This design comes from an exercise in tuning for small area, a short achievable clock period and few clock cycles on the open sky130 flow, not from production work. The RTL of this run was laid out without a check of its function. Power is estimated from default activity; no workload was simulated.

File: flow/design.v
module tfrc_unit (
    input  wire        clk,
    input  wire        rst,           
    input  wire        host_wr,
    input  wire [3:0]  host_addr,
    input  wire [31:0] host_wdata,
    output reg  [31:0] host_rdata,
    output reg         pb_en,
    output reg         pb_we,
    output reg  [29:0] pb_addr,
    output reg  [31:0] pb_wdata,
    output reg  [3:0]  pb_wstrb,
    input  wire [31:0] pb_rdata,
    input  wire        in_valid,
    input  wire [7:0]  in_data,
    input  wire        in_end,
    input  wire        in_fail,
    output reg         in_ready,
    output reg         out_valid,
    output reg  [7:0]  out_data,
    input  wire        out_ack,
    input  wire        out_fail
);
    localparam [7:0] OP_CRC32C  = 8'h01;
    localparam [7:0] OP_MASK    = 8'h02;
    localparam [7:0] OP_MCRC    = 8'h03;
    localparam [7:0] OP_WRFRAME = 8'h04;
    localparam [7:0] OP_RDFRAME = 8'h05;
    localparam [3:0] RC_OK      = 4'd1;
    localparam [3:0] RC_EOS     = 4'd2;
    localparam [3:0] RC_TRUNC   = 4'd3;
    localparam [3:0] RC_CKSUM   = 4'd4;
    localparam [3:0] RC_OVERSZ  = 4'd5;
    localparam [3:0] RC_IOFAIL  = 4'd6;
    localparam [3:0] RC_ILLEGAL = 4'd7;
    localparam [3:0] RC_PATHF   = 4'd8;
    localparam [3:0] S_IDLE = 4'd0;
    localparam [3:0] S_RUN  = 4'd1;     
    localparam [3:0] S_TXL  = 4'd2;     
    localparam [3:0] S_TXC  = 4'd3;     
    localparam [3:0] S_TXP  = 4'd4;     
    localparam [3:0] S_TXD  = 4'd5;     
    localparam [3:0] S_MSK  = 4'd6;     
    localparam [3:0] S_RXL  = 4'd8;     
    localparam [3:0] S_RXC  = 4'd9;     
    localparam [3:0] S_RXP  = 4'd10;    
    localparam [3:0] S_RXD  = 4'd11;    
    function [31:0] rotr15(input [31:0] x);
        rotr15 = {x[14:0], x[31:15]};
    endfunction
    function [31:0] rotl15(input [31:0] x);
        rotl15 = {x[16:0], x[31:17]};
    endfunction
    function [31:0] crc_byte(input [31:0] c, input [7:0] b);
        integer k;
        reg [31:0] s;
        begin
            s = c ^ {24'd0, b};
            for (k = 0; k < 8; k = k + 1)
                s = s[0] ? ((s >> 1) ^ 32'h82F63B78) : (s >> 1);
            crc_byte = s;
        end
    endfunction
    reg [3:0]  st;
    reg        verify;
    reg        rxfault, txfault;
    reg [3:0]  rc, fphase;
    reg [63:0] len;
    reg [31:0] arg, res, ck_comp, ck_stored;
    reg [31:0] q;            
    reg [31:0] cnt;          
    reg [23:0] xb;           
    reg [2:0]  pos;          
    reg        carry;        
    reg        mism;         
    reg        primed;       
    reg        mc;           
    wire        busy   = (st != S_IDLE);
    wire [31:0] status = {16'd0, 4'd0, fphase, rc, 1'b0, txfault, rxfault, busy};
    wire        lenz  = (len[31:0] == 32'd0);
    wire        lenhi = (len[63:32] != 32'd0);
    wire [31:0] inc   = cnt + 32'd1;
    wire        last  = (inc == len[31:0]);
    reg  [7:0]  kb;
    always @(*) begin
        case (pos[1:0])
            2'd0: kb = 8'hD8;
            2'd1: kb = 8'hEA;
            2'd2: kb = 8'h82;
            default: kb = 8'hA2;
        endcase
    end
    wire        cin  = carry & (pos[1:0] != 2'd0);
    wire [8:0]  ssum = {1'b0, ~q[7:0]} + {1'b0, kb} + {8'd0, cin};
    wire [7:0]  sb   = ssum[7:0];
    wire [31:0] qsh  = {sb, q[31:8]};
    wire        p3   = (pos[1:0] == 2'd3);
    wire [7:0]  pbb     = pb_rdata[8*cnt[1:0] +: 8];
    wire [7:0]  lenbyte = len[8*pos +: 8];
    wire [7:0]  txb     = (st == S_TXL) ? lenbyte : pbb;
    wire [7:0]  crcin   = st[3] ? in_data : txb;
    wire [31:0] qn      = rotr15(crc_byte(rotl15(q), crcin));
    wire        bad     = (sb != in_data);
    always @(*) begin
        case (host_addr)
            4'd0:    host_rdata = {31'd0, verify};
            4'd1:    host_rdata = status;
            4'd3:    host_rdata = len[31:0];
            4'd4:    host_rdata = arg;
            4'd5:    host_rdata = res;
            4'd6:    host_rdata = ck_comp;
            4'd7:    host_rdata = ck_stored;
            4'd8:    host_rdata = len[63:32];
            default: host_rdata = 32'd0;
        endcase
    end
    wire adv = ((st == S_TXP) && out_ack) || ((st == S_RUN) && primed);
    always @(*) begin
        in_ready  = st[3];
        out_valid = (st == S_TXL) || (st == S_TXC) || (st == S_TXP) || (st == S_TXD);
        out_data  = ((st == S_TXC) || (st == S_TXD)) ? sb : txb;
        pb_en     = (st == S_RUN) || (st == S_TXC) || (st == S_TXP) || ((st == S_RXP) && in_valid);
        pb_we     = (st == S_RXP);
        pb_addr   = adv ? inc[31:2] : cnt[31:2];
        pb_wdata  = {4{in_data}};
        pb_wstrb  = 4'b0001 << cnt[1:0];
    end
    always @(posedge clk) begin
        if (rst) begin
            st        <= S_IDLE;
            verify    <= 1'b1;
            rxfault   <= 1'b0;
            txfault   <= 1'b0;
            rc        <= 4'd0;
            fphase    <= 4'd0;
            len       <= 64'd0;
            arg       <= 32'd0;
            res       <= 32'd0;
            ck_comp   <= 32'd0;
            ck_stored <= 32'd0;
        end else begin
            case (st)
            S_IDLE: begin
                if (host_wr) begin
                    case (host_addr)
                    4'd0: verify <= host_wdata[0];
                    4'd3: len[31:0] <= host_wdata;
                    4'd8: len[63:32] <= host_wdata;
                    4'd4: arg <= host_wdata;
                    4'd2: begin
                        cnt    <= 32'd0;
                        pos    <= 3'd0;
                        primed <= 1'b0;
                        q      <= 32'hFFFFFFFF;
                        mc     <= (host_wdata[7:0] == OP_MCRC);
                        case (host_wdata[7:0])
                        OP_CRC32C, OP_MCRC: begin
                            if (lenhi) begin
                                rc     <= RC_OVERSZ;
                                fphase <= S_RUN;
                            end else
                                st <= S_RUN;
                        end
                        OP_MASK: begin
                            q  <= ~rotr15(arg);
                            st <= S_MSK;
                        end
                        OP_WRFRAME: begin
                            if (txfault)
                                rc <= RC_PATHF;
                            else if (lenhi) begin
                                rc      <= RC_OVERSZ;
                                fphase  <= S_TXL;
                                txfault <= 1'b1;
                            end else
                                st <= S_TXL;
                        end
                        OP_RDFRAME: begin
                            if (rxfault)
                                rc <= RC_PATHF;
                            else
                                st <= S_RXL;
                        end
                        default: rc <= RC_ILLEGAL;
                        endcase
                    end
                    default: ;
                    endcase
                end
            end
            S_RUN: begin
                primed <= 1'b1;
                if (lenz || (primed && last)) begin
                    if (!lenz)
                        q <= qn;
                    if (mc)
                        st <= S_MSK;
                    else begin
                        res <= lenz ? 32'd0 : ~rotl15(qn);
                        rc  <= RC_OK;
                        st  <= S_IDLE;
                    end
                end else if (primed) begin
                    q   <= qn;
                    cnt <= inc;
                end
            end
            S_MSK: begin
                q     <= qsh;
                carry <= ssum[8];
                pos   <= pos + 3'd1;
                if (p3) begin
                    res <= qsh;
                    rc  <= RC_OK;
                    st  <= S_IDLE;
                end
            end
            S_TXL, S_TXC, S_TXP, S_TXD: begin
                if (out_fail) begin
                    rc <= RC_IOFAIL; fphase <= st; txfault <= 1'b1; st <= S_IDLE;
                end else if (out_ack) begin
                    case (st)
                    S_TXL: begin
                        q   <= qn;
                        pos <= pos + 3'd1;
                        if (pos == 3'd7)
                            st <= S_TXC;
                    end
                    S_TXC: begin
                        q     <= qsh;
                        carry <= ssum[8];
                        pos   <= pos + 3'd1;
                        if (p3) begin
                            q  <= 32'hFFFFFFFF;
                            st <= lenz ? S_TXD : S_TXP;
                        end
                    end
                    S_TXP: begin
                        q   <= qn;
                        cnt <= inc;
                        if (last)
                            st <= S_TXD;
                    end
                    default: begin
                        q     <= qsh;
                        carry <= ssum[8];
                        pos   <= pos + 3'd1;
                        if (p3) begin
                            rc <= RC_OK;
                            st <= S_IDLE;
                        end
                    end
                    endcase
                end
            end
            S_RXL, S_RXC, S_RXP, S_RXD: begin
                if (in_valid) begin
                    case (st)
                    S_RXL: begin
                        q   <= qn;
                        {xb, cnt} <= {in_data, xb, cnt[31:8]};
                        pos <= pos + 3'd1;
                        if (pos == 3'd7) begin
                            len <= {in_data, xb, cnt};
                            st  <= S_RXC;
                        end
                    end
                    S_RXP: begin
                        q   <= qn;
                        cnt <= inc;
                        if (last)
                            st <= S_RXD;
                    end
                    default: begin
                        q     <= qsh;
                        carry <= ssum[8];
                        pos   <= pos + 3'd1;
                        xb    <= {in_data, xb[23:8]};
                        mism  <= (mism && (pos[1:0] != 2'd0)) || bad;
                        if (p3) begin
                            if (verify) begin
                                ck_comp   <= qsh;
                                ck_stored <= {in_data, xb};
                            end
                            if (verify && (mism || bad)) begin
                                rc <= RC_CKSUM; fphase <= st; rxfault <= 1'b1; st <= S_IDLE;
                            end else if (st == S_RXD) begin
                                rc <= RC_OK; st <= S_IDLE;
                            end else if (lenhi) begin
                                rc <= RC_OVERSZ; fphase <= st; rxfault <= 1'b1; st <= S_IDLE;
                            end else begin
                                q   <= 32'hFFFFFFFF;
                                cnt <= 32'd0;
                                st  <= lenz ? S_RXD : S_RXP;
                            end
                        end
                    end
                    endcase
                end else if (in_fail) begin
                    rc <= RC_IOFAIL; fphase <= st; rxfault <= 1'b1; st <= S_IDLE;
                end else if (in_end) begin
                    if (st == S_RXL && pos == 3'd0)
                        rc <= RC_EOS;
                    else begin
                        rc <= RC_TRUNC; fphase <= st; rxfault <= 1'b1;
                    end
                    st <= S_IDLE;
                end
            end
            default: st <= S_IDLE;
            endcase
        end
    end
endmodule
File: flow/run.sh
#!/bin/bash
# synth_recipe.tcl (not shown) runs the flow's synth.tcl, then flattens the netlist and writes it again
# the make line also repeats each setting of config.mk as NAME=value (left out here)
make -C /OpenROAD-flow-scripts/flow DESIGN_CONFIG=/design/flow/config.mk WORK_HOME=/design/flow/orfs CLKGATE_MAP_FILE= SYNTH_SCRIPT=/design/flow/synth_recipe.tcl finish
File: flow/config.mk
export PLATFORM = sky130hd
export DESIGN_NAME = tfrc_unit
export DESIGN_NICKNAME = tfrc_unit
export VERILOG_FILES = /design/flow/design.v
export SDC_FILE = /design/flow/constraint.sdc
export NUM_CORES = 4
export LEC_CHECK = 0
export CAP_MARGIN = 20
export CORE_MARGIN = 2
export CORE_UTILIZATION = 40
export SLEW_MARGIN = 20
File: flow/constraint.sdc
create_clock -name core_clock -period 6.0 [get_ports {clk}]
set_input_delay 1.2000 -clock core_clock [delete_from_list [all_inputs] [get_ports {clk}]]
set_output_delay 1.2000 -clock core_clock [all_outputs]
set_load 0.01 [all_outputs]
==> metrics.md <==
| Metric | Value |
|---|---|
| Run status | no timing/DRC/antenna violations |
| Register area | 0.00700 mm2 |
| Crit-path slowest cell | clkdlybuf4s50_1 |
| Routed Antenna Nets | 0 |
| Starting density of the core | 40.4% |
| Die extent in y | 229 um |
| # IOs | 194 |
| Final worst path period share | 94.3% |
| Total number of vias | 21900 |
| Final worst hold slack | 0.455 ns |
| Seq/Total Area, Yosys | 34.5% |
| Fill cells | 4889 |
| Total power per unit cell area | 217 mW/mm2 |
| Syn Inst Count | 2531 |
| Net Count, Synth | 2629 |
| Area of the core | 0.0502 mm2 |
| Post-Syn Area | 0.0203 mm2 |
| Clock latency on the worst-skew pair | 0.59 ns |
| Slew headroom | 20.8% |
| Routed wl met3 | 12500 um |
| Nets | 2712 |
| Number of buffers and inverters on the critical path | 2 |
| Router iterations before antenna repair | 7 |
| WL final | 107000 um |
| Area growth from synthesis to layout | 19.0% |
| Ys async rst share | 0% |
| Design Area, Final | 0.0241 mm2 |
| Ys Warns | 1 |
| CP dominant cell by count | ha_1 |
| Post-synth EDFFs | 95 |
| Root Driver | clkbuf_16 |
| Final min period | 5.66 ns |
| Slew of the pin with the lowest slew margin | 1.19 ns |
| Type of destination of the critical path | output pin |
| Fin Setup TNS | 0 ns |
| Fin. max-slew vios | 0 |
| Post-cts resize count | 0 |
| Synthesis-stage register bit count | 302 |
| Aggregate global routing overflow | 0 |
| Largest net degree at the start of global routing | 98 |
| Family with the most delay on the worst path | adder cells |
| Port bufs | 193 |
| Leakage | 8.13 nW |
| Fmax | 177 MHz |
| Max stage delay on crit path | 0.58 ns |
| Met2 wire len | 44600 um |
| Clock tree from TritonCTS | built |
| Reg clk slew, reported paths | 0.07 ns |
| Multi-input combinational cell area | 0.0122 mm2 |
| Routed met1 length | 43500 um |
| Postcts setup bufs | 0 |
| GRT Util Overall | 39.7% |
| Placed cell area | 0.0228 mm2 |
| H-tree Lvls | 2 |
| Antenna violations before repair | 3 |
| Final GP Congestion | 1.00 |
| RSZ-0062 raised after global routing | false |
| Critical Path, Cell by Cell | clkinv_1, ha_1, nor2b_1, ha_1, fa_1, nand2b_1, maj3_1, a21oi_1, xnor2_1, o21ai_0, clkdlybuf4s50_1 |
| Layout cells sized above 1 | 8.63% |
| Final count of hold timing violations | 0 |
| Peak supply drop | 0.200 mV |
| Drc violations | 0 |
| Worst Path Arrival | 4.46 ns |
| Top routing layer in use | met5 |
| Post-CTS Hold Buffers | 0 |
| Vias per std cell | 6.59 |
| Worst hold path type | register to register |
| Critical path startpoint category | register |
| Worst-path fanout max | 8 |
| Main synth FF type | dfxtp_1 |
| Post-DP HPWL | 79900 um |
| Vias in the first global route | 20200 |
| CTS Buf Count | 38 |
| First-pass GRT wire length | 151000 um |
| Synth cell types | 103 |
| Worst setup path category | register to output pin |
| Longest Clk Path Bufs | 3 |
| WL/cell | 32.3 um |
| Clock Skew | 0.0433 ns |
| Final setup viols | 0 |
| Data required, critical path | 4.80 ns |
| Die W | 229 um |
| Max-cap viol count | 0 |
| Die footprint | 0.0526 mm2 |
| Synth Area per Inst | 8.02 um2 |
| CTS Sinks | 302 |
| Initial DRC Count | 3519 |
| Row cnt | 82 |
## sequential cells by signal (all words and copies together), names as in the netlist, 4 cells and up
signal	flops
arg	32
ck_comp	32
ck_stored	32
cnt	32
fphase	4
len	64
q	32
rc	4
res	32
st	4
xb	24
## power by group
group / switching, W / internal (W)
Clock: 0.00104 / 0.00138
Sequential: 0.0000392 / 0.00211
Combinational: 0.000421 / 0.000250
Total: 0.00150 / 0.00374
## through the flow
stage	cells	total power (W)	setup slack (ns)	utilization, %
after floorplan	2531	0.00254	1.05	-
after global placement	3245	0.00284	0.729	45.5
after detailed placement	3246	0.00284	0.631	45.5
after CTS	3314	0.00522	0.330	48.1
after global routing	3314	0.00534	0.127	48.1
final	3317	0.00524	0.344	48.1
## final cells by class
type	instances	area share, %
Antenna cell	3	0.0311
Timing Repair Buffer	284	11.0
Multi-Input combinational cell	1954	50.7
Clock buffer	52	4.63
Tap cell	672	3.48
Clock inverter	16	0.736
Inverter	34	0.529
Sequential cell	302	29.0
## cell usage in the layout (no fill, tap or decap), types with 8 or more instances in the layout
cell type / n
nor2b_1: 16
mux2i_1: 34
nor3_1: 46
nand2_1: 385
and2_1: 36
and3_1: 17
a31oi_1: 18
or2_2: 10
nor2_1: 212
a311oi_1: 22
a221oi_1: 12
nor4_1: 28
mux4_2: 12
a22oi_1: 127
nand2b_1: 30
o21ai_0: 122
nand4_1: 31
o211ai_1: 16
a21oi_1: 239
a211o_1: 8
nand3_1: 83
xor2_1: 55
edfxtp_1: 95
clkbuf_16: 41
a211oi_1: 63
xnor3_1: 12
o22ai_1: 11
o221ai_1: 8
inv_1: 30
clkdlybuf4s50_1: 192
ha_1: 13
dfxtp_1: 205
xnor2_1: 116
buf_4: 88
## path summary, 6_finish.rpt
| kind | end | start | cells past startpoint | slack (ns) |
|---|---|---|---|---|
| worst min-delay path | ck_stored[30] | ck_stored[30] | 2 | 0.46 |
| worst min register to register | ck_stored[30] | ck_stored[30] | 2 | 0.46 |
| worst max register to register | q[0] | pos[0] | 16 | 0.52 |
| worst max-delay path | out_data[6] | pos[0] | 11 | 0.34 |
## synth_stat cells, drive strengths merged, types with 23 or more instances
cell    instances  share of area (%)
nand2         385                7.1
a21oi         244                6.0
nor2          221                4.1
dfxtp         207                 20
clkbuf        173                3.2
a22oi         128                4.8
o21ai         123                3.0
xnor2         118                5.2
edfxtp         95                 14
nand3          84                2.1
buf            68                2.1
a211oi         63                2.3
xor2           56                2.5
nor3           50                1.2
and2           37                1.1
mux2i          35                1.8
nor4           33                1.1
nand4          32                1.0
inv            30               0.55
nand2b         30               0.92
a311oi         23                1.0
## logic make-up (layout without fill, tap and decap cells)
kind of cell | count (synthesis) | in the layout | share of synthesized area [%]
buffers and inverters | 275 | 386 | 5.93
AND/OR/NAND/NOR | 956 | 956 | 21.8
XOR/XNOR | 186 | 186 | 9.01
other | 0 | 3 | 0
AO/OA/AOI/OAI | 741 | 741 | 23.9
adder cells (fa/ha/maj) | 15 | 15 | 0.950
flip-flops | 302 | 302 | 34.5
multiplexers | 56 | 56 | 3.92
## per-layer routing
layer  vias up  GRT usage [%]
li1       9353              -
met3       274           9.39
met4         4           22.6
met5         -              0
met2      1553           57.2
met1     10700           54.3
## tightest hold or removal path, delay by kind of cell (launching register included)
kind | cells | cell delay, ns
AND/OR/NAND/NOR | 1 | 0.05
flip-flops | 1 | 0.31
AO/OA/AOI/OAI | 1 | 0.05

[static timing again, ports no longer ideal]
The results above use ideal ports. As a check the final layout listed here was re-extracted and re-timed, cells and wires unchanged. Step 1: set_driving_cell puts a clkbuf_16 on clk and a buf_2 on each other input, an assumption about the parent block. Step 2 adds t to the input delays and takes it off the output delays; t is the mean of the earliest and latest rising clock arrival at the registers after step 1. Input paths then give back, and output paths get back, about the clock's delay inside the block. a / b / c = ideal / step 1 / step 2; a / b = the first two.
shift t [ns]: 0.625
slack for setup (ns): 0.344 / 0.292 / 0.524
worst setup path after step 2: register to register
worst register clock-pin slew, ns: 0.07 / 0.07
After both steps this run still meets setup and hold. The setup slack of this run moves by -0.052 ns with the drivers and by +0.180 ns with both steps.
